From an optimization exercise on the open Yosys and OpenROAD flow, aimed at a short achievable clock period and few clock cycles; shortcuts taken in it are not production practice.
Function was checked by simulation only, so behaviour that the tests miss may differ from the original.
Power is estimated from default activity; no workload was simulated.

$ cat flow/config.mk
export PLATFORM = sky130hd
export DESIGN_NAME = sigma_codec
export DESIGN_NICKNAME = sigma_codec
export VERILOG_FILES = /design/flow/design.v
export SDC_FILE = /design/flow/constraint.sdc
export NUM_CORES = 4
export LEC_CHECK = 0
export CAP_MARGIN = 20
export CORE_MARGIN = 2
export CORE_UTILIZATION = 40
export SLEW_MARGIN = 20
$ cat flow/constraint.sdc
create_clock -name core_clock -period 8.0 [get_ports {clk}]
set_input_delay 1.6000 -clock core_clock [delete_from_list [all_inputs] [get_ports {clk}]]
set_output_delay 1.6000 -clock core_clock [all_outputs]
set_load 0.01 [all_outputs]
$ cat flow/design.v
module sigma_codec (
    input  wire        clk,
    input  wire        rst,
    input  wire        start,
    input  wire [31:0] stream_len,
    output wire        busy,
    output reg         done,
    output reg  [1:0]  stop_reason,
    output reg  [31:0] final_cursor,
    output wire        mem_en,
    output wire [31:0] mem_addr,
    input  wire [7:0]  mem_rdata,
    output reg         log_valid,
    input  wire        log_ready,
    output reg  [1:0]  log_kind,
    output reg  [1:0]  log_err,
    output reg  [7:0]  log_tag,
    output reg  [31:0] log_cursor,
    output reg  [31:0] log_consumed,
    output wire [7:0]  log_safeload,
    output wire [7:0]  log_channel,
    output wire [31:0] log_total_len,
    output wire [7:0]  log_chip,
    output wire [31:0] log_data_len,
    output wire [15:0] log_param,
    output reg         dev_req_valid,
    input  wire        dev_req_ready,
    output wire [7:0]  dev_req_chip,
    output wire [15:0] dev_req_param,
    output wire [31:0] dev_req_len,
    input  wire        dev_rsp_valid,
    input  wire [15:0] dev_rsp_len,
    output wire        dev_rd_en,
    output wire [15:0] dev_rd_addr,
    input  wire [7:0]  dev_rd_data,
    output reg         out_valid,
    input  wire        out_ready,
    output reg  [7:0]  out_data
);
    localparam [7:0] READ_TAG  = 8'h0a;
    localparam [7:0] WRITE_TAG = 8'h09;
    localparam [7:0] RESP_TAG  = 8'h0b;
    localparam [1:0] KIND_READ    = 2'd0;
    localparam [1:0] KIND_WRITE   = 2'd1;
    localparam [1:0] KIND_UNKNOWN = 2'd2;
    localparam [1:0] KIND_ERROR   = 2'd3;
    localparam [1:0] ERR_HDR_SHORT = 2'd2;
    localparam [1:0] ERR_PAY_SHORT = 2'd3;
    localparam [1:0] STOP_END      = 2'd0;
    localparam [1:0] STOP_ERROR    = 2'd1;
    localparam [1:0] STOP_NOPROG   = 2'd2;
    localparam [3:0] S_IDLE     = 4'd0;
    localparam [3:0] S_CHECK    = 4'd1;
    localparam [3:0] S_TAG      = 4'd2;
    localparam [3:0] S_FETCH    = 4'd3;
    localparam [3:0] S_FETCH_W  = 4'd4;
    localparam [3:0] S_EVAL     = 4'd5;
    localparam [3:0] S_LOG      = 4'd6;
    localparam [3:0] S_DEV_REQ  = 4'd7;
    localparam [3:0] S_DEV_WAIT = 4'd8;
    localparam [3:0] S_HDR      = 4'd9;
    localparam [3:0] S_PAY_RD   = 4'd10;
    localparam [3:0] S_PAY_W    = 4'd11;
    localparam [3:0] S_PAY_OUT  = 4'd12;
    localparam [3:0] S_NEXT     = 4'd13;
    localparam [3:0] S_FINISH   = 4'd14;
    reg [3:0]  state;
    reg [31:0] len_q;        
    reg [31:0] cursor;       
    reg [7:0]  hdr [0:13];   
    reg [3:0]  idx;          
    reg [3:0]  hdr_len;      
    reg [31:0] consumed;     
    reg        stop_after;   
    reg [1:0]  stop_code;
    reg [15:0] plen;         
    reg [15:0] pidx;         
    reg [3:0]  oidx;         
    wire [31:0] remaining = len_q - cursor;
    wire        is_write  = (hdr[0] == WRITE_TAG);
    wire [31:0] rd_total = {hdr[1], hdr[2], hdr[3], hdr[4]};
    wire [7:0]  rd_chip  = hdr[5];
    wire [31:0] rd_dlen  = {hdr[6], hdr[7], hdr[8], hdr[9]};
    wire [15:0] rd_param = {hdr[10], hdr[11]};
    wire [31:0] wr_total = {hdr[3], hdr[4], hdr[5], hdr[6]};
    wire [7:0]  wr_chip  = hdr[7];
    wire [31:0] wr_dlen  = {hdr[8], hdr[9], hdr[10], hdr[11]};
    wire [15:0] wr_param = {hdr[12], hdr[13]};
    wire [31:0] f_total = is_write ? wr_total : rd_total;
    wire [7:0]  f_chip  = is_write ? wr_chip  : rd_chip;
    wire [31:0] f_dlen  = is_write ? wr_dlen  : rd_dlen;
    wire [15:0] f_param = is_write ? wr_param : rd_param;
    assign log_safeload  = hdr[1];
    assign log_channel   = hdr[2];
    assign log_total_len = f_total;
    assign log_chip      = f_chip;
    assign log_data_len  = f_dlen;
    assign log_param     = f_param;
    assign dev_req_chip  = rd_chip;
    assign dev_req_param = rd_param;
    assign dev_req_len   = rd_dlen;
    wire [32:0] wr_need = {1'b0, wr_dlen} + 33'd14;
    wire [31:0] rsp_total = 32'd13 + {16'd0, plen} + ((rd_dlen == 32'd4) ? 32'd1 : 32'd0);
    reg [7:0] rsp_byte;
    always @(*) begin
        case (oidx)
            4'd0:    rsp_byte = RESP_TAG;
            4'd1:    rsp_byte = rsp_total[31:24];
            4'd2:    rsp_byte = rsp_total[23:16];
            4'd3:    rsp_byte = rsp_total[15:8];
            4'd4:    rsp_byte = rsp_total[7:0];
            4'd5:    rsp_byte = rd_chip;
            4'd6:    rsp_byte = rd_dlen[31:24];
            4'd7:    rsp_byte = rd_dlen[23:16];
            4'd8:    rsp_byte = rd_dlen[15:8];
            4'd9:    rsp_byte = rd_dlen[7:0];
            4'd10:   rsp_byte = rd_param[15:8];
            4'd11:   rsp_byte = rd_param[7:0];
            default: rsp_byte = 8'h00;    
        endcase
    end
    assign busy = (state != S_IDLE);
    assign mem_en      = (state == S_CHECK && cursor < len_q) || state == S_FETCH;
    assign mem_addr    = (state == S_FETCH) ? cursor + {28'd0, idx} : cursor;
    assign dev_rd_en   = (state == S_PAY_RD && pidx != plen);
    assign dev_rd_addr = pidx;
    integer i;
    always @(posedge clk) begin
        if (rst) begin
            state         <= S_IDLE;
            done          <= 1'b0;
            stop_reason   <= STOP_END;
            final_cursor  <= 32'd0;
            log_valid     <= 1'b0;
            log_kind      <= KIND_READ;
            log_err       <= 2'd0;
            log_tag       <= 8'd0;
            log_cursor    <= 32'd0;
            log_consumed  <= 32'd0;
            dev_req_valid <= 1'b0;
            out_valid     <= 1'b0;
            out_data      <= 8'd0;
            len_q         <= 32'd0;
            cursor        <= 32'd0;
            idx           <= 4'd0;
            hdr_len       <= 4'd0;
            consumed      <= 32'd0;
            stop_after    <= 1'b0;
            stop_code     <= STOP_END;
            plen          <= 16'd0;
            pidx          <= 16'd0;
            oidx          <= 4'd0;
            for (i = 0; i < 14; i = i + 1)
                hdr[i] <= 8'd0;
        end else begin
            done <= 1'b0;
            case (state)
                S_IDLE: begin
                    if (start) begin
                        len_q  <= stream_len;
                        cursor <= 32'd0;
                        state  <= S_CHECK;
                    end
                end
                S_CHECK: begin
                    if (cursor >= len_q) begin
                        stop_code <= STOP_END;
                        state     <= S_FINISH;
                    end else begin
                        state <= S_TAG;
                    end
                end
                S_TAG: begin
                    hdr[0]     <= mem_rdata;
                    log_tag    <= mem_rdata;
                    log_cursor <= cursor;
                    stop_after <= 1'b0;
                    if (mem_rdata == READ_TAG || mem_rdata == WRITE_TAG) begin
                        hdr_len <= (mem_rdata == WRITE_TAG) ? 4'd14 : 4'd12;
                        if (remaining < ((mem_rdata == WRITE_TAG) ? 32'd14 : 32'd12)) begin
                            log_kind   <= KIND_ERROR;
                            log_err    <= ERR_HDR_SHORT;
                            stop_after <= 1'b1;
                            stop_code  <= STOP_ERROR;
                            state      <= S_LOG;
                        end else begin
                            idx   <= 4'd1;
                            state <= S_FETCH;
                        end
                    end else begin
                        log_kind     <= KIND_UNKNOWN;
                        log_consumed <= 32'd1;
                        consumed     <= 32'd1;
                        state        <= S_LOG;
                    end
                end
                S_FETCH: begin
                    state <= S_FETCH_W;
                end
                S_FETCH_W: begin
                    hdr[idx] <= mem_rdata;
                    if (idx == hdr_len - 4'd1) begin
                        state <= S_EVAL;
                    end else begin
                        idx   <= idx + 4'd1;
                        state <= S_FETCH;
                    end
                end
                S_EVAL: begin
                    state <= S_LOG;
                    if (is_write) begin
                        if (remaining < wr_total || wr_need > {1'b0, remaining}) begin
                            log_kind   <= KIND_ERROR;
                            log_err    <= ERR_PAY_SHORT;
                            stop_after <= 1'b1;
                            stop_code  <= STOP_ERROR;
                        end else begin
                            log_kind     <= KIND_WRITE;
                            log_consumed <= wr_total;
                            consumed     <= wr_total;
                            if (wr_total == 32'd0) begin
                                stop_after <= 1'b1;
                                stop_code  <= STOP_NOPROG;
                            end
                        end
                    end else begin
                        log_kind <= KIND_READ;
                        if (remaining >= rd_total) begin
                            log_consumed <= rd_total;
                            consumed     <= rd_total;
                        end else begin
                            log_consumed <= 32'd12;
                            consumed     <= 32'd12;
                        end
                        if (rd_total == 32'd0) begin
                            stop_after <= 1'b1;
                            stop_code  <= STOP_NOPROG;
                        end
                    end
                end
                S_LOG: begin
                    if (!log_valid) begin
                        log_valid <= 1'b1;
                    end else if (log_ready) begin
                        log_valid <= 1'b0;
                        if (log_kind == KIND_READ) begin
                            dev_req_valid <= 1'b1;
                            state         <= S_DEV_REQ;
                        end else begin
                            state <= S_NEXT;
                        end
                    end
                end
                S_DEV_REQ: begin
                    if (dev_req_ready) begin
                        dev_req_valid <= 1'b0;
                        state         <= S_DEV_WAIT;
                    end
                end
                S_DEV_WAIT: begin
                    if (dev_rsp_valid) begin
                        plen  <= dev_rsp_len;
                        oidx  <= 4'd0;
                        state <= S_HDR;
                    end
                end
                S_HDR: begin
                    if (!out_valid) begin
                        out_valid <= 1'b1;
                        out_data  <= rsp_byte;
                    end else if (out_ready) begin
                        out_valid <= 1'b0;
                        if (oidx == 4'd13) begin
                            pidx  <= 16'd0;
                            state <= S_PAY_RD;
                        end else begin
                            oidx <= oidx + 4'd1;
                        end
                    end
                end
                S_PAY_RD: begin
                    if (pidx == plen) begin
                        state <= S_NEXT;
                    end else begin
                        state <= S_PAY_W;
                    end
                end
                S_PAY_W: begin
                    out_valid <= 1'b1;
                    out_data  <= dev_rd_data;
                    state     <= S_PAY_OUT;
                end
                S_PAY_OUT: begin
                    if (out_ready) begin
                        out_valid <= 1'b0;
                        pidx      <= pidx + 16'd1;
                        state     <= S_PAY_RD;
                    end
                end
                S_NEXT: begin
                    if (stop_after) begin
                        state <= S_FINISH;
                    end else begin
                        cursor <= cursor + consumed;
                        state  <= S_CHECK;
                    end
                end
                S_FINISH: begin
                    done         <= 1'b1;
                    stop_reason  <= stop_code;
                    final_cursor <= cursor;
                    state        <= S_IDLE;
                end
                default: state <= S_IDLE;
            endcase
        end
    end
endmodule
$ cat flow/run.sh
#!/bin/bash
# synth_recipe.tcl (not shown) runs the flow's synth.tcl, then flattens the netlist and writes it again
# the make line also repeats each setting of config.mk as NAME=value (left out here)
make -C /OpenROAD-flow-scripts/flow DESIGN_CONFIG=/design/flow/config.mk WORK_HOME=/design/flow/orfs CLKGATE_MAP_FILE= SYNTH_SCRIPT=/design/flow/synth_recipe.tcl finish
==> results.yml <==
power:
  finalPower_mw: 8.43
  power.density_nw_per_um2: 291
  vdd_ir_drop_max_mv: 0.166
  p_leak_nw: 11.3
synthesis:
  yosysSeqAreaShare_pct: 34.9
  ys_types: 94
  syn_area_um2: 23100
  syn_inst: 2891
  synth_edf_count: 112
  yosys_warnings: 1
  synthArstFlopShare_pct: 0
  syn_avg_cell_area_um2: 7.99
  synth_seq_cells: 347
  syn-num-nets: 3142
  synth-main-ff-cell: "dfxtp_1"
drt:
  post-route-drc-count: 0
  avgRoutedWirePerCell_um: 24.2
  detail_route.iter0.violations: 2277
  wl_um: 96700
  num_vias: 23149
  antenna_left: 0
  drt-vias-per-instance: 5.79
  dr.pass1.iters: 7
placement:
  io_buffers: 403
  dp.cells: 3921
  dp_hpwl_um: 74800
  place_congestion: 0.987
floorplanning:
  core_um2: 57400
  pin_count: 404
  start_util_pct: 40.2
  dieHeight_um: 244
  dieWidth_um: 244
  die_area_um2: 59700
  rows: 88
clock_tree:
  cts_resized: 0
  clk_latency_ps: 590
  clock_path_buffers: 3
  clk_pin_slew_worst_paths_ps: 60
  htreeDepth: 2
  postCtsHoldBufs: 0
  postCtsSetupRepairBufs: 0
  clk_root_buffer_cell: "clkbuf_16"
  numCtsBuffers: 40
  numClockSinks: 347
  cts_tree: "yes"
sta:
  skew_ps: 27.1
  slew_viol_final: 0
  max_clock_freq_mhz: 162
  relSlewSlack_pct: 29.0
  tightest_slew_ps: 1050
  hold_viol: 0
  setup_viol: 0
  final.setup.tns_ps: 0
  period_share_pct: 77.3
  hold_slack_ps: 453
  min_period_ps: 6190
  rsz0062_at_grt: "no"
layout:
  syn2layout_area_growth_pct: 25.2
  num-nets-final: 3450
  stdcell_count: 3996
  drive_above_1_share_pct: 4.18
critical_path:
  reg2reg_to: "consumed[21]"
  r2r-start: "cursor[0]"
  critPathMaxFanout: 25
  start_kind: "register"
  setup.worst_path.end_class: "primary output"
  worst_ep_arrival_time_ps: 4590
  critical_path.startpoint: "state[0]"
  cp.required_ps: 6400
  worstSetupPathType: "register to primary output"
  endpoint: "mem_addr[28]"
  reg2reg_slack_ps: 1830
  r2r_cells: 23
run:
  drv_cap: 0
global_route:
  antenna_found_initial: 1
  overflow: 0
  grt_util_all_layers_pct: 31.5
  grt_max_degree: 159
  grt_pass1_vias: 22450
  grt_pass1_wl_um: 142000
outcome:
  status: "no timing/DRC/antenna violations"
worst_hold_path:
  hold_path_class: "register to register"
[where the power goes]
group / leakage (nW) / internal [mW] / switching (mW)
clock network: 0.646 / 1.04 / 0.797
logic: 7.59 / 1.70 / 2.80
registers: 3.06 / 1.93 / 0.162
total: 11.3 / 4.67 / 3.76
[critical path, stage by stage (launching register included)]
cell             delay (ps)
dfxtp_1                 830
nor2b_1                 390
nand2_1                 240
a21oi_1                 290
and3_1                  280
nand2_1                 220
nor2_1                  290
and4_1                  290
nand3_1                 170
nor3_1                  270
xnor2_1                 160
clkdlybuf4s50_1         560
[kinds of logic after synthesis]
kind of cell	synth area share [%]
buffers and inverters	5.44
AOI/OAI and AO/OA	18.5
and+or+nand+nor	24.9
adders and majority gates	9.90
DFF	34.9
xor gates and xnor gates	6.05
muxes	0.347
[state kept, by name, indices dropped and copies added (netlist names), 4 cells and up]
register and cells:
oidx 4, consumed 32, out_data 8, log_cursor 32, len_q 32, hdr 112
state 4, idx 4, cursor 32, final_cursor 32, log_tag 8, pidx 16
plen 16
[synthesized netlist by cell type (59+ instances only)]
cell / n / area share, %
o21ai_0: 147 / 3.2
inv_1: 152 / 2.5
ha_1: 177 / 9.6
and2_1: 118 / 3.2
xnor2_1: 102 / 3.9
nand3_1: 67 / 1.5
clkbuf_1: 131 / 2.1
dfxtp_1: 235 / 20
nor2_1: 149 / 2.4
a21oi_1: 253 / 5.5
edfxtp_1: 112 / 15
nand2_1: 601 / 9.8
a21o_1: 59 / 1.9
[per-stage QoR]
stage	area (um^2)	utilization [%]	setup slack (ps)
floorplan	23100	-	2720
global placement	27600	48.1	1970
detailed placement	27600	48.1	1910
CTS	28900	50.4	1780
global route	28900	50.4	1440
finish	28900	50.4	1810
[worst min-delay path by stage]
stage / slack (ps) / cells past startpoint / startpoint / to
5_1_grt: 470 / 2 / log_cursor[13] / log_cursor[13]
3_3_place_gp: 440 / 2 / log_cursor[30] / log_cursor[30]
6_report: 450 / 2 / log_cursor[29] / log_cursor[29]
3_5_place_dp: 450 / 2 / log_cursor[24] / log_cursor[24]
2_1_floorplan: 430 / 2 / stop_code[1] / stop_reason[1]
4_1_cts: 450 / 2 / log_cursor[24] / log_cursor[24]
[routing by layer]
metal	global-route usage, %	part of all wire [%]	vias up
met5	0	0	-
met4	15.2	5.3	0
met3	5.48	8.3	225
met2	50.8	45	1122
met1	40.8	41	11058
li1	-	-	10744
[layout make-up]
class / instances / area, um^2
Inverter: 155 / 582
Multi-Input combinational cell: 2229 / 13800
Clock inverter: 21 / 166
Antenna cell: 1 / 2.50
Timing Repair Buffer: 426 / 4220
Sequential cell: 347 / 8070
Clock buffer: 52 / 1130
Tap cell: 765 / 957
Fill cell: 5602 / 28400
[cell usage in the layout (no fill, tap or decap), drive strengths merged, types with 20 or more instances in the layout]
master,Yosys,final
edfxtp,112,112
nor2b,29,29
buf,27,23
nor3,41,41
a21oi,256,256
a22oi,33,33
ha,177,177
and2,119,119
xnor2,105,105
o21ai,149,149
nand4,52,52
xor2,48,48
nor2,149,149
nor4,32,32
or3b,23,23
nand2,601,601
a21o,59,59
nand2b,20,20
clkdlybuf4s50,0,402
inv,154,158
nand3,67,67
clkbuf,133,53
dfxtp,235,235
Testbench counts, summed over its fixed seeds: cycles 120,744.

[afterwards: timing with drivers on the ports]
The results above use ideal ports. As a check the final layout listed here was re-extracted and re-timed, cells and wires unchanged.
Step 1: set_driving_cell puts a clkbuf_16 on clk and a buf_2 on each other input, an assumption about the parent block.
Step 2, shift: input delay + t, output delay - t, t = (earliest + latest rising clock arrival at the registers) / 2. This alone moves slack from input paths to output paths.
Slacks: ideal / step 1 / step 2; pairs: ideal / step 1.
t, ns: 0.641
setup slack, ns: 1.814 / 1.751 / 1.834
latest minus earliest clock arrival (ns): 0.027 / 0.027
cell pins on the clock port's net: 1
After both steps this run still meets setup and hold. For this run, drivers alone change the setup slack by -0.063 ns; drivers and shift together by +0.020 ns.
